Background: an optimization exercise with open tools, aiming at small area. Do not read the settings as production practice. Function was checked by simulation only, so behaviour that the tests miss may differ from the original. No driver is modelled on the clock port, so clock power and skew are understated where the tree is cut down; a real chip needs a root buffer or a tree.

run 2:
==> module cpusim_core, before the edit <==
module cpusim_core (
    input  wire        clk,
    input  wire        rst,         
    output wire [15:0] mem_addr,
    output wire        mem_re,
    output wire        mem_we,
    output wire [15:0] mem_wdata,
    input  wire [15:0] mem_rdata
);
    reg  [4:0]  cnt;
    reg         clr;      
    reg  [31:0] a;        
    reg  [15:0] r1, r2, r3, r4, r6, r7;
    reg         c;        
    reg         z;        
    wire       h1   = cnt[4];
    wire [3:0] b    = cnt[3:0];
    wire       b15  = (b == 4'd15);
    wire [2:0] op   = r1[2:0];
    wire [2:0] t    = r1[8:6];
    wire [2:0] s    = r1[5:3];      
    wire       cp   = (op == 3'b100);
    wire       alu  = (op == 3'b101);
    wire at16  = (cnt == 5'd16);
    wire ldcap = at16 & (op == 3'b001);
    wire ldf   = h1 & z & ~r1[0];      
    wire [15:0] r1_d = ((cnt == 5'd0) | ldcap) ? mem_rdata : r1;
    wire r1_bit = r1_d[b];
    wire alu_o, alu_co;
    cpusim_alu u_alu (
        .x  (r2[0]),
        .y  (r3[0]),
        .ci (c),
        .zx (r1_d[11]),
        .nx (r1_d[10]),
        .zy (r1_d[9]),
        .ny (r1_d[8]),
        .f  (r1_d[7]),
        .no (r1_d[6]),
        .out(alu_o),
        .co (alu_co)
    );
    wire alu_en = ~h1 & (r1_d[2:0] == 3'b101);
    wire taken  = alu & (r1[13] == z) & (r1[12] == alu_o);
    wire r0_inc = a[16] ^ c;
    reg src;
    always @(*) begin
        case (s)
            3'd0: src = r0_inc;
            3'd1: src = r1_bit;
            3'd2: src = r2[0];
            3'd3: src = r3[0];
            3'd4: src = r4[0];
            3'd5: src = a[0];
            3'd6: src = r6[0];
            default: src = r7[0];
        endcase
    end
    wire act  = h1 & ~clr & ~ldf;       
    wire cpw  = act & cp;
    wire wr0  = act & ((cp & (t == 3'd0)) | z);    
    wire wr2  = cpw & (t == 3'd2);
    wire wr3  = cpw & (t == 3'd3);
    wire wr4  = cpw & (t == 3'd4);
    wire wr5  = cpw & (t == 3'd5);
    wire wr6  = cpw & (t == 3'd6);
    wire wr7  = cpw & (t == 3'd7);
    wire ld6  = ldf | ldcap;
    wire win  = act & (b >= 4'd3) & (b <= 4'd10);
    wire sett = win & (op == 3'b011);   
    wire setl = win & (op == 3'b010);   
    assign mem_addr  = a[15:0];
    assign mem_wdata = r7;
    assign mem_we    = at16 & ~clr & (op == 3'b000);
    assign mem_re    = ~mem_we;    
    always @(posedge clk) begin
        cnt <= rst ? 5'd0 : {cnt[4] ^ (&cnt[3:0]), cnt[3] ^ (&cnt[2:0]),
                             cnt[2] ^ (&cnt[1:0]), cnt[1] ^ cnt[0], ~cnt[0]};
        clr <= rst | (clr & (cnt != 5'd31));
        if (h1) c <= b15 ? 1'b0 : (a[16] & c);
        else    c <= b15 ? ~clr : alu_co;
        if (h1) z <= z | b15 | ldcap;
        else    z <= b15 ? taken : (z & ~alu_o);
        r1 <= {r1_d[15:1], r1_d[0] & ~ldcap};
        a[14:0]  <= a[15:1];
        a[15]    <= h1 ? (wr0 ? src : r0_inc) : a[16];
        a[30:16] <= a[31:17];
        a[31]    <= clr ? 1'b0 : (wr5 ? src : a[0]);
        r2 <= {clr ? 1'b0 : (wr2 ? src : r2[0]), r2[15:1]};
        r3 <= {clr ? 1'b0 : (wr3 ? src : r3[0]), r3[15:1]};
        r4 <= {clr ? 1'b0 : (alu_en ? alu_o : (wr4 ? src : r4[0])), r4[15:1]};
        r6 <= {clr ? 1'b0 : (ld6 ? r1_bit : (wr6 ? src : r6[0])), r6[15:1]};
        r7[15]   <= clr ? 1'b0 : (wr7 ? src : r7[0]);
        r7[14:13] <= r7[15:14];
        r7[12]   <= sett ? r1_bit : r7[13];
        r7[11:5] <= r7[12:6];
        r7[4]    <= setl ? r1_bit : r7[5];
        r7[3:0]  <= r7[4:1];
    end
endmodule
export LEC_CHECK = 0
export ABC_AREA = 1
export CAP_MARGIN = 20
export CORE_MARGIN = 2
export CORE_UTILIZATION = 80
export PLACE_DENSITY = 0.85
export SLEW_MARGIN = 20
create_clock -name core_clock -period 10.0 [get_ports {clk}]
standard.sh (not shown) runs the stock make flow with config.mk's settings and CLKGATE_MAP_FILE= SYNTH_SCRIPT=/design/flow/synth_recipe.tcl, a recipe that flattens the netlist after the stock synthesis.
==> flow/flow/run.sh <==
#!/bin/bash
# Own layout flow: the standard flow (standard.sh) with
#  - synthesis as standard (same registers, same names), except that adders
#    are left to ABC (no fa/ha cells) and ABC maps for area with amap; the
#    synthesis is run once per flow/abc_*.script and the smallest result
#    (Yosys's chip area) is kept (synth_choice.log)
#  - one buf_1 on every input and output port
#  - a hand-built clock tree (flow/clock_tree.tcl, run as the PRE_CTS hook):
#    clkbuf leaves, each driving a cluster of flip-flops, the smallest tree
#    whose estimated clock-pin slew is at most 105 ps
# Each step's full output stays in orfs/logs; make's output goes to *.log here.
set -euo pipefail
here=$(pwd)
best=""
best_area=""
: > synth_choice.log
for s in "$here"/flow/abc_*.script; do
  name=$(basename "$s" .script)
  rm -rf "$here/orfs" "$here/scripts_area"
  cp -r "$FLOW_HOME/scripts" "$here/scripts_area"
  cp "$s" "$here/scripts_area/abc_area.script"
  SCRIPTS_DIR="$here/scripts_area" bash standard.sh ADDER_MAP_FILE= synth > "synth_$name.log" 2>&1
  area=$(sed -n "s/.*Chip area for module.*: *\([0-9.]*\).*/\1/p" "$here/orfs/reports/sky130hd/cpusim_core/base/synth_stat.txt" | head -1)
  echo "$name $area" >> synth_choice.log
  if [[ -z "$best" ]] || awk -v a="$area" -v b="$best_area" 'BEGIN { exit !(a < b) }'; then
    best="$name"
    best_area="$area"
    rm -rf "$here/orfs_best"
    mv "$here/orfs" "$here/orfs_best"
  fi
done
rm -rf "$here/orfs" "$here/scripts_area"
mv "$here/orfs_best" "$here/orfs"
echo "kept $best $best_area" >> synth_choice.log
export BUFFER_PORTS_ARGS="-buffer_cell sky130_fd_sc_hd__buf_1"
export PRE_CTS_TCL="$here/flow/clock_tree.tcl"
bash standard.sh finish > layout.log 2>&1
Other scripts of this flow, unchanged in this note and not shown: flow/flow/abc_am5.script, flow/flow/abc_p.script, flow/flow/abc_s14.script, flow/flow/abc_s15.script, flow/flow/abc_s3.script, flow/flow/abc_t2.script, flow/flow/clock_tree.tcl
#### Input delta (run 1 over run 2)
-- flow/design.v --
<<< run 2, line 33
    reg         c;        
    reg         z;        
    wire       h1   = cnt[4];
    wire [3:0] b    = cnt[3:0];
>>> run 1, line 33
    reg         c;        
    reg         z;        
    reg         ldf;      
    wire       h1   = cnt[4];
    wire [3:0] b    = cnt[3:0];
<<< run 2, line 41
    wire       cp   = (op == 3'b100);
    wire       alu  = (op == 3'b101);
    wire at16  = (cnt == 5'd16);
    wire ldcap = at16 & (op == 3'b001);
    wire ldf   = h1 & z & ~r1[0];      
    wire [15:0] r1_d = ((cnt == 5'd0) | ldcap) ? mem_rdata : r1;
    wire r1_bit = r1_d[b];
>>> run 1, line 42
    wire       cp   = (op == 3'b100);
    wire       alu  = (op == 3'b101);
    wire at16  = (cnt == 5'd16) & ~clr;
    wire ldcap = at16 & (op == 3'b001);
    wire [15:0] r1_d = ((cnt == 5'd0) | ldcap) ? mem_rdata : r1;
    wire r1_bit = r1_d[b];
<<< run 2, line 61
    );
    wire alu_en = ~h1 & (r1_d[2:0] == 3'b101);
    wire taken  = alu & (r1[13] == z) & (r1[12] == alu_o);
    wire r0_inc = a[16] ^ c;
    reg src;
>>> run 1, line 61
    );
    wire alu_en = ~h1 & (r1_d[2:0] == 3'b101);
    wire taken  = (r1[13] == z) & (r1[12] == alu_o);
    wire r0_inc = a[16] ^ c;
    reg src;
<<< run 2, line 78
    wire act  = h1 & ~clr & ~ldf;       
    wire cpw  = act & cp;
    wire wr0  = act & ((cp & (t == 3'd0)) | z);    
    wire wr2  = cpw & (t == 3'd2);
    wire wr3  = cpw & (t == 3'd3);
>>> run 1, line 78
    wire act  = h1 & ~clr & ~ldf;       
    wire cpw  = act & cp;
    wire wr0  = act & ((cp & (t == 3'd0)) | (alu & z));
    wire wr2  = cpw & (t == 3'd2);
    wire wr3  = cpw & (t == 3'd3);
<<< run 2, line 85
    wire wr6  = cpw & (t == 3'd6);
    wire wr7  = cpw & (t == 3'd7);
    wire ld6  = ldf | ldcap;
    wire win  = act & (b >= 4'd3) & (b <= 4'd10);
    wire sett = win & (op == 3'b011);   
>>> run 1, line 85
    wire wr6  = cpw & (t == 3'd6);
    wire wr7  = cpw & (t == 3'd7);
    wire ld6  = h1 & (ldf | ldcap);
    wire win  = act & (b >= 4'd3) & (b <= 4'd10);
    wire sett = win & (op == 3'b011);   
<<< run 2, line 91
    assign mem_addr  = a[15:0];
    assign mem_wdata = r7;
    assign mem_we    = at16 & ~clr & (op == 3'b000);
    assign mem_re    = ~mem_we;    
    always @(posedge clk) begin
>>> run 1, line 91
    assign mem_addr  = a[15:0];
    assign mem_wdata = r7;
    assign mem_we    = at16 & (op == 3'b000);
    assign mem_re    = ~mem_we;    
    always @(posedge clk) begin
<<< run 2, line 97
                             cnt[2] ^ (&cnt[1:0]), cnt[1] ^ cnt[0], ~cnt[0]};
        clr <= rst | (clr & (cnt != 5'd31));
        if (h1) c <= b15 ? 1'b0 : (a[16] & c);
        else    c <= b15 ? ~clr : alu_co;
        if (h1) z <= z | b15 | ldcap;
        else    z <= b15 ? taken : (z & ~alu_o);
        r1 <= {r1_d[15:1], r1_d[0] & ~ldcap};
        a[14:0]  <= a[15:1];
        a[15]    <= h1 ? (wr0 ? src : r0_inc) : a[16];
>>> run 1, line 97
                             cnt[2] ^ (&cnt[1:0]), cnt[1] ^ cnt[0], ~cnt[0]};
        clr <= rst | (clr & (cnt != 5'd31));
        ldf <= ldcap | (ldf & ~b15);
        if (h1) c <= b15 ? 1'b0 : (a[16] & c);
        else    c <= b15 ? ~clr : alu_co;
        if (h1) z <= z | b15;
        else    z <= b15 ? taken : (z & ~alu_o);
        r1 <= r1_d;
        a[14:0]  <= a[15:1];
        a[15]    <= h1 ? (wr0 ? src : r0_inc) : a[16];
- Summary of run 1 over run 2: total number of nets in the final design went up about 0.5%; final cell count went up 2; post-route core utilization went down 0.21 points.
- Compared with run 2, in run 1 number of placed cells counting well taps went up by about 0.5%; post-route clock period utilization shows a reduction of 1.4 points.
- Looking at number of multi-input combinational cells, run 1 sits 0.76% above run 2.
- Re total number of cells along the worst setup path: run 1 is 3 up on run 2.
- When the final numbers for run 1 and run 2 were put side by side, the worst setup slack turned out to be smaller in run 2.
In every run of this note, the design's own scripts or RTL, not TritonCTS, make the clock network.

## static timing again, ports no longer ideal
No port has a modelled driver above. Below, the same layouts with a new extraction and two added sets of constraints. Step 1 (the two cells are an assumption about what drives the block):
set clk [get_ports {clk}]
set_driving_cell -lib_cell sky130_fd_sc_hd__clkbuf_16 $clk
set_driving_cell -lib_cell sky130_fd_sc_hd__buf_2 [delete_from_list [all_inputs] $clk]
Step 2 adds t to the input delays and takes it off the output delays; t is the mean of the earliest and latest rising clock arrival at the registers after step 1. Input paths then give back, and output paths get back, about the clock's delay inside the block. Slacks: ideal / step 1 / step 2; pairs: ideal / step 1.
| run | t, ns | setup slack, ns | hold WS [ns] | worst setup path after step 2 | slew at the worst register clock pin (ns) |
|---|---|---|---|---|---|
| run 2 | 0.410 | 4.726 / 4.726 / 4.726 | 0.326 / 0.326 / 0.326 | register to register | 0.10 / 0.10 |
| run 1 | 0.423 | 4.864 / 4.864 / 4.765 | 0.324 / 0.324 / 0.324 | input to register | 0.11 / 0.11 |
After both steps every run listed still meets setup and hold. The setup slack of run 1, which loses most, moves by 0.000 ns with the drivers and by -0.099 ns with both steps.
